What follows belongs to an exercise in optimizing a design on an open flow for small area, a short achievable clock period and few clock cycles; a production flow would make more cautious choices.
At most, simulation tests tie the RTL to the original design; equivalence was not proved.
No activity file was given, so power comes from the tool's default toggle rates.

Design patch_encoder, start of the top module:
module patch_encoder (
    input             clk,
    input             rst,
    input             large_patch,
    input             in_valid,
    output            in_ready,
    input      [1:0]  in_kind,
    input      [31:0] in_coef,
    input      [15:0] in_stride,
    input      [7:0]  in_patch_size,
    input      [7:0]  in_layer_type,
    input      [7:0]  in_quant_wbits,
    input      [31:0] in_dc_offset,
    input      [15:0] in_range,
    input      [31:0] in_patch_ids,
    input      [15:0] in_postquant,
    output            out_valid,
    input             out_ready,
    output     [7:0]  out_data,
    output            out_last
);
Settings: LEC_CHECK=0, ABC_CLOCK_PERIOD_IN_PS=3000, CAP_MARGIN=20, CORE_MARGIN=2, CORE_UTILIZATION=40, SETUP_SLACK_MARGIN=3.5, SLEW_MARGIN=20; clock period 6.5 ns.
run.sh (not shown) runs the stock make flow with config.mk's settings and CLKGATE_MAP_FILE= SYNTH_SCRIPT=/design/flow/synth_recipe.tcl, a recipe that flattens the netlist after the stock synthesis.
Testbench counts at the start, summed over its fixed seeds: cycles 13,638.
Then changed:
--- a/flow/design.v
+++ b/flow/design.v
@@ -86,15 +86,17 @@
         else if (f_gh)  exp_n = E_PE;
         else if (f_ph)  exp_n = (n_cur != 7'd0) ? E_CF : E_PE;
         else if (f_end) exp_n = E_GH;
     end
     wire [2:0] jq_cnt_n  = jq_cnt + {2'b0, f_job} - {2'b0, jq_pop};
     wire [1:0] ds_cnt_n  = ds_cnt + {1'b0, f_ph} - {1'b0, ds_pop};
     wire       gh_full_n = f_gh | (gh_full & !gh_pop);
-    wire       room_cf   = f_cf ? (pt <= 8'd62) : (pt <= 8'd63);
+    reg  [7:0] pt_r;
+    wire [7:0] pt_b      = pt_r + {7'd0, c_cf};
+    wire       room_cf   = f_cf ? (pt_b <= 8'd62) : (pt_b <= 8'd63);
     wire       ready_n   = (exp_n == E_CF) ? room_cf :
                            (exp_n == E_PE) ? (jq_cnt_n != 3'd4) && (ds_cnt_n != 2'd2) :
                                              (jq_cnt_n != 3'd4) && !gh_full_n;
     always @(posedge clk) begin
         c_cf     <= f_cf;
         c_ph     <= f_ph;
         c_lo     <= in_coef[16:0];
@@ -102,14 +104,15 @@
         c_up0    <= (in_coef[31:17] == 15'd0);
         c_up1    <= (in_coef[31:17] == 15'h7fff);
         c_last   <= (coef_left == 7'd1);
         c_beyond <= (coef_left <= pq_r);
         c_n0     <= (n_cur == 7'd0);
         c_q      <= in_quant_wbits[3:0];
         c_j      <= jq_wp;
+        pt_r     <= pt;
         if (f_gh) begin
             n_cur <= n_lut;
             gh_d  <= {in_layer_type, in_patch_size, in_stride};
         end
         if (f_ph) begin
             coef_left    <= n_cur;
             pq_r         <= in_postquant[6:0];
@@ -245,19 +248,19 @@
     reg        ceob;
     reg [4:0]  cw;
     reg [16:0] lowmask;       
     reg [2:0]  shA, shB;
     reg        cw_ge8;
     reg        tok_v;
     reg [18:0] tok_q;
-    reg        u_v, u_end;
-    reg [19:0] u_val;
-    reg [5:0]  u_len;
+    reg        u_v, u_end, u1_v, u1_end;
+    reg [19:0] u_val, u1_val;
+    reg [5:0]  u_len, u1_len;
     wire       u_acc;                 
-    wire       u_rdy = !u_v | u_acc;
+    wire       u_rdy = !u1_v;
     wire [1:0] h_type = jq_type[jq_rp];
     wire       h_ok   = (jq_cnt != 3'd0) && jq_done[jq_rp];
     wire [4:0] h_w    = jq_w[jq_rp];
     wire [3:0] d_qh   = ds_qh[ds_rp];
     wire [31:0] d_dc  = ds_dc[ds_rp];
     wire [15:0] d_rng = ds_rng[ds_rp];
     wire [31:0] d_ids = ds_ids[ds_rp];
@@ -359,35 +362,45 @@
             cw        <= h_w;
             lowmask   <= (17'd1 << h_w) - 17'd1;
             shA       <= 3'd0 - h_w[2:0];           
             shB       <= (h_w >= 5'd16) ? 3'd0 : 3'd0 - h_w[2:0];    
             cw_ge8    <= (h_w >= 5'd8);
         end
         if (tok_use) toks_left <= toks_left - 7'd1;
+        if (u_acc || !u_v) begin
+            u_val <= u1_v ? u1_val : n_val;
+            u_len <= u1_v ? u1_len : n_len;
+            u_end <= u1_v ? u1_end : n_end;
+        end
         if (go) begin
-            u_val <= n_val;
-            u_len <= n_len;
-            u_end <= n_end;
+            u1_val <= n_val;
+            u1_len <= n_len;
+            u1_end <= n_end;
         end
         if (rst) begin
             es     <= S_IDLE;
             jq_rp  <= 2'd0;
             ds_rp  <= 1'b0;
             rptr   <= 7'd0;
             tok_v  <= 1'b0;
             u_v    <= 1'b0;
+            u1_v   <= 1'b0;
         end else begin
             es <= es_n;
             if (pop_j) jq_rp <= jq_rp + 2'd1;
             if (pop_d) ds_rp <= !ds_rp;
             if (tok_load) rptr <= rptr + 7'd1;
             if (tok_load)     tok_v <= 1'b1;
             else if (tok_use) tok_v <= 1'b0;
-            if (go)         u_v <= 1'b1;
-            else if (u_acc) u_v <= 1'b0;
+            if (u_acc || !u_v) begin
+                u_v  <= u1_v | go;
+                u1_v <= 1'b0;
+            end else begin
+                u1_v <= u1_v | go;
+            end
         end
     end
     reg [31:0] acc;
     reg [6:0]  cnt;
     reg        ending;
     reg        ob0_v, ob1_v, ob0_l, ob1_l;
     reg [7:0]  ob0_d, ob1_d;
Result:
- The new run finished clean
- count of clock-buffer cells in the layout goes up by 11
- via count goes down by about 0.5%
- clock skew goes up by 0.0058 ns
- setup slack improved by 0.73 ns
- clock power barely changes
- first-iteration DRC count goes down by 0.84%
No functional check of the RTL was part of the second run of this note.

========
patch_encoder, a different RTL version from the one above (not shown whole).
Size in the first run: roughly 4,800 cells after synthesis, ~190 I/O pins, roughly 74,000 um^2 of cells after synthesis.
Settings: LEC_CHECK=0, ABC_CLOCK_PERIOD_IN_PS=2700, CAP_MARGIN=20, CORE_MARGIN=2, CORE_UTILIZATION=40, CTS_CLUSTER_DIAMETER=80, CTS_CLUSTER_SIZE=24, SETUP_SLACK_MARGIN=3.8, SLEW_MARGIN=20; clock period 6.5 ns.
Testbench counts at the start, summed over its fixed seeds: cycles 13,659.
Then changed:
--- a/flow/design.v
+++ b/flow/design.v
@@ -33,12 +33,14 @@
     wire       f_cf  = fire & k_cf;
     wire       f_gh  = fire & !k_cf & (in_kind == C_GH);
     wire       f_ph  = fire & !k_cf & (in_kind == C_PH);
     reg  [1:0] ph_ok;         
     wire       ph_we0 = in_valid & (in_kind == C_PH) & ph_ok[0];
     wire       ph_we1 = in_valid & (in_kind == C_PH) & ph_ok[1];
+    reg        gh_ok;         
+    wire       gh_we  = in_valid & (in_kind == C_GH) & gh_ok;
     wire       f_end = fire & !k_cf & (in_kind == C_END);
     wire       f_job = f_gh | f_ph | f_end;
     reg [6:0]  n_lut;
     always @(*) begin
         case (in_patch_size[3:0])
             4'd0: n_lut = 7'd0;
@@ -122,13 +124,13 @@
         c_last   <= (coef_left == 7'd1);
         c_beyond <= (coef_left <= pq_r);
         c_n0     <= (n_cur == 7'd0);
         c_q      <= in_quant_wbits[3:0];
         c_j      <= jq_wp;
         pt_r     <= pt;
-        if (f_gh) begin
+        if (gh_we) begin
             n_cur <= n_lut;
             gh_d  <= {in_layer_type, in_patch_size, in_stride};
         end
         if (f_ph) begin
             coef_left    <= n_cur;
             pq_r         <= in_postquant[6:0];
@@ -149,22 +151,24 @@
         if (f_job) jq_type[jq_wp] <= in_kind;
         if (f_job)  jq_done[jq_wp] <= !f_ph;
         if (e_v)    jq_done[e_j]   <= 1'b1;
         if (rst) begin
             in_ready_q <= 1'b1;
             ph_ok      <= 2'b00;
+            gh_ok      <= 1'b1;
             exp_k      <= E_GH;
             jq_wp      <= 2'd0;
             jq_cnt     <= 3'd0;
             ds_wp      <= 1'b0;
             ds_cnt     <= 2'd0;
             gh_full    <= 1'b0;
             c_cf       <= 1'b0;
             c_ph       <= 1'b0;
         end else begin
             in_ready_q <= ready_n;
+            gh_ok      <= ready_n & (exp_n != E_CF);
             ph_ok[0]   <= ready_n & (exp_n != E_CF) & ((ds_wp ^ f_ph) == 1'b0);
             ph_ok[1]   <= ready_n & (exp_n != E_CF) & ((ds_wp ^ f_ph) == 1'b1);
             exp_k      <= exp_n;
             if (f_job & !jq_pop)      jq_cnt <= jq_cnt + 3'd1;
             else if (!f_job & jq_pop) jq_cnt <= jq_cnt - 3'd1;
             if (f_ph & !ds_pop)       ds_cnt <= ds_cnt + 2'd1;
Wire length went down by 1.0%.
Cell count is about the same.
Utilization went down by 0.37 points.
Count of clock-buffer cells in the layout went down by 3.
Non-clock buffer count went down by 24.
Cell area stays flat.
Setup slack is worse by 0.058 ns.
The RTL of the second run of this note was laid out without a check of its function.

========
Setup of the baseline:
Starting RTL as in the previous note.
==> flow/config.mk <==
export PLATFORM = sky130hd
export DESIGN_NAME = patch_encoder
export DESIGN_NICKNAME = patch_encoder
export VERILOG_FILES = /design/flow/design.v
export SDC_FILE = /design/flow/constraint.sdc
export NUM_CORES = 4
export LEC_CHECK = 0
export ABC_CLOCK_PERIOD_IN_PS = 2700
export CAP_MARGIN = 20
export CORE_MARGIN = 2
export CORE_UTILIZATION = 40
export SETUP_SLACK_MARGIN = 3.8
export SLEW_MARGIN = 20
==> flow/constraint.sdc <==
create_clock -name core_clock -period 6.5 [get_ports {clk}]
set_input_delay 1.3000 -clock core_clock [delete_from_list [all_inputs] [get_ports {clk}]]
set_output_delay 1.3000 -clock core_clock [all_outputs]
set_load 0.01 [all_outputs]
Testbench counts of the baseline, summed over its fixed seeds: cycles 13,659.
## Diff of input files: the candidate against the baseline
-- flow/design.v --
<<< the baseline, line 75
    wire       jq_pop, ds_pop, gh_pop;
    reg [18:0] mem [0:63];
    reg [6:0]  wptr;
    reg [63:0] rp_oh;         
    reg        fne;           
    reg  [6:0] fcnt;          
    wire       tok_load;
>>> the candidate, line 75
    wire       jq_pop, ds_pop, gh_pop;
    reg [18:0] mem [0:63];
    reg [6:0]  wptr, rptr;
    reg  [6:0] fcnt;          
    wire       tok_load;
<<< the baseline, line 271
            wptr   <= 7'd0;
            fcnt   <= 7'd0;
            fne    <= 1'b0;
        end else begin
            wr_v   <= wr_n_v;
>>> the candidate, line 269
            wptr   <= 7'd0;
            fcnt   <= 7'd0;
        end else begin
            wr_v   <= wr_n_v;
<<< the baseline, line 284
            ntok <= t1_end ? 7'd0 : ntok_add;
            if (wr_v) wptr <= wptr + 7'd1;
            fne  <= (fcnt >= 7'd2) | (fcnt == 7'd1) & (wr_v | !tok_load) | wr_v;
            if (wr_v & !tok_load)      fcnt <= fcnt + 7'd1;
            else if (!wr_v & tok_load) fcnt <= fcnt - 7'd1;
>>> the candidate, line 281
            ntok <= t1_end ? 7'd0 : ntok_add;
            if (wr_v) wptr <= wptr + 7'd1;
            if (wr_v & !tok_load)      fcnt <= fcnt + 7'd1;
            else if (!wr_v & tok_load) fcnt <= fcnt - 7'd1;
<<< the baseline, line 321
    wire [5:0]  t_len = tok_q[18] ? ({1'b0, cw} + 6'd3) : tm[5:0];
    wire       tok_use = (es == S_TOK) & tok_v & u_rdy;
    reg        tl0, tl1;      
    wire       last_tok = tl1;
    reg        go;            
    reg [19:0] n_val;
>>> the candidate, line 317
    wire [5:0]  t_len = tok_q[18] ? ({1'b0, cw} + 6'd3) : tm[5:0];
    wire       tok_use = (es == S_TOK) & tok_v & u_rdy;
    wire       last_tok = (toks_left == 7'd1);
    reg        go;            
    reg [19:0] n_val;
<<< the baseline, line 376
                    n_len = 6'd2;
                    pop_d = 1'b1;
                    es_n  = !tl0 ? S_TOK : ceob ? S_EOB : S_IDLE;
                    pop_j = tl0 & !ceob;
                end
            end
>>> the candidate, line 371
                    n_len = 6'd2;
                    pop_d = 1'b1;
                    es_n  = (toks_left != 7'd0) ? S_TOK : ceob ? S_EOB : S_IDLE;
                    pop_j = (toks_left == 7'd0) & !ceob;
                end
            end
<<< the baseline, line 383
                go = 1'b1; n_val = {d_ids[31:24], 12'd0}; n_len = 6'd8;
                pop_d = 1'b1;
                es_n  = !tl0 ? S_TOK : ceob ? S_EOB : S_IDLE;
                pop_j = tl0 & !ceob;
            end
            S_TOK: if (tok_v & u_rdy) begin
>>> the candidate, line 378
                go = 1'b1; n_val = {d_ids[31:24], 12'd0}; n_len = 6'd8;
                pop_d = 1'b1;
                es_n  = (toks_left != 7'd0) ? S_TOK : ceob ? S_EOB : S_IDLE;
                pop_j = (toks_left == 7'd0) & !ceob;
            end
            S_TOK: if (tok_v & u_rdy) begin
<<< the baseline, line 403
    assign ds_pop = pop_d;
    assign gh_pop = pop_g;
    assign tok_load = (!tok_v | tok_use) & fne;
    reg [18:0] rd_tok;
    integer ri;
    always @(*) begin
        rd_tok = 19'd0;
        for (ri = 0; ri < 64; ri = ri + 1)
            rd_tok = rd_tok | ({19{rp_oh[ri]}} & mem[ri]);
    end
    always @(posedge clk) begin
        if (tok_load) tok_q <= rd_tok;
        if (es == S_IDLE && h_ok && u_rdy && h_type == C_PH) begin
            toks_left <= jq_ntok[jq_rp];
            tl0       <= (jq_ntok[jq_rp] == 7'd0);
            tl1       <= (jq_ntok[jq_rp] == 7'd1);
            ceob      <= jq_eob[jq_rp];
            cw        <= h_w;
>>> the candidate, line 398
    assign ds_pop = pop_d;
    assign gh_pop = pop_g;
    assign tok_load = (!tok_v | tok_use) & (fcnt != 7'd0);
    always @(posedge clk) begin
        if (tok_load) tok_q <= mem[rptr[5:0]];
        if (es == S_IDLE && h_ok && u_rdy && h_type == C_PH) begin
            toks_left <= jq_ntok[jq_rp];
            ceob      <= jq_eob[jq_rp];
            cw        <= h_w;
<<< the baseline, line 424
        shB     <= (cw >= 5'd16) ? 3'd0 : 3'd0 - cw[2:0];    
        cw_ge8  <= (cw >= 5'd8);
        if (tok_use) begin
            toks_left <= toks_left - 7'd1;
            tl0       <= tl1;
            tl1       <= (toks_left == 7'd2);
        end
        if (u_acc || !u_v) begin
            u_val <= u1_v ? u1_val : n_val;
>>> the candidate, line 410
        shB     <= (cw >= 5'd16) ? 3'd0 : 3'd0 - cw[2:0];    
        cw_ge8  <= (cw >= 5'd8);
        if (tok_use) toks_left <= toks_left - 7'd1;
        if (u_acc || !u_v) begin
            u_val <= u1_v ? u1_val : n_val;
<<< the baseline, line 443
            jq_rp  <= 2'd0;
            ds_rp  <= 1'b0;
            rp_oh  <= 64'd1;
            tok_v  <= 1'b0;
            u_v    <= 1'b0;
>>> the candidate, line 425
            jq_rp  <= 2'd0;
            ds_rp  <= 1'b0;
            rptr   <= 7'd0;
            tok_v  <= 1'b0;
            u_v    <= 1'b0;
<<< the baseline, line 451
            if (pop_j) jq_rp <= jq_rp + 2'd1;
            if (pop_d) ds_rp <= !ds_rp;
            if (tok_load) rp_oh <= {rp_oh[62:0], rp_oh[63]};
            if (tok_load)     tok_v <= 1'b1;
            else if (tok_use) tok_v <= 1'b0;
>>> the candidate, line 433
            if (pop_j) jq_rp <= jq_rp + 2'd1;
            if (pop_d) ds_rp <= !ds_rp;
            if (tok_load) rptr <= rptr + 7'd1;
            if (tok_load)     tok_v <= 1'b1;
            else if (tok_use) tok_v <= 1'b0;
### Flow results
Of the baseline and the candidate, the candidate shows the lower routed length on met3, with the baseline above it. There was hardly any difference in utilization between the candidate and the baseline. There was hardly any difference in number of buffers inserted for hold repair after clock tree synthesis between the candidate and the baseline. Overall power after layout went up by a little under 10% going from the baseline to the candidate. Of the baseline and the candidate, the run reporting the lower initial core utilization was the candidate. Comparing post-synthesis area per instance for the baseline and the candidate, the smaller number came from the baseline. The candidate gives less routed wire length than the baseline did. The lower full die area of the baseline and the candidate is in the baseline. Final critical-path setup slack: the candidate < the baseline.
Only the layout flow was run in the candidate; the RTL was not checked for function there.

==> static timing again, ports no longer ideal <==
The results above use ideal ports. As a check the final layouts listed here were re-extracted and re-timed, cells and wires unchanged.
Step 1 assumes that a clkbuf_16 drives the clock port and a buf_2 every other input.
Step 2 moves the port delays by t, midway between the first and last clock arrival at a register: inputs arrive t later, outputs are due t later. That takes back most of the time a late clock gives input paths.
Slacks: ideal ports / drivers / drivers and shift; pairs: ideal ports / drivers.
run | t (ns) | setup slack, ns | hold WS [ns] | latest minus earliest clock arrival (ns) | worst slew at a driven data input, ns
the first run of note 1 | 0.875 | 2.561 / 2.561 / 2.116 | 0.350 / 0.350 / 0.350 | 0.034 / 0.034 | 0.11
the second run of note 1 | 0.857 | 3.294 / 3.299 / 2.455 | 0.348 / 0.348 / 0.348 | 0.039 / 0.039 | 0.10
the first run of note 2 | 0.843 | 3.741 / 3.741 / 2.983 | 0.347 / 0.347 / 0.347 | 0.062 / 0.062 | 0.12
the second run of note 2 | 0.847 | 3.683 / 3.696 / 2.886 | 0.340 / 0.340 / 0.340 | 0.087 / 0.086 | 0.11
the baseline | 0.922 | 3.724 / 3.724 / 2.926 | 0.337 / 0.337 / 0.337 | 0.061 / 0.061 | 0.12
the candidate | 0.885 | 3.497 / 3.497 / 2.982 | 0.344 / 0.344 / 0.344 | 0.041 / 0.041 | 0.15
After both steps setup and hold are still met in every run listed. The setup slack of the second run of note 1, which loses most, moves by +0.005 ns with the drivers and by -0.839 ns with both steps.
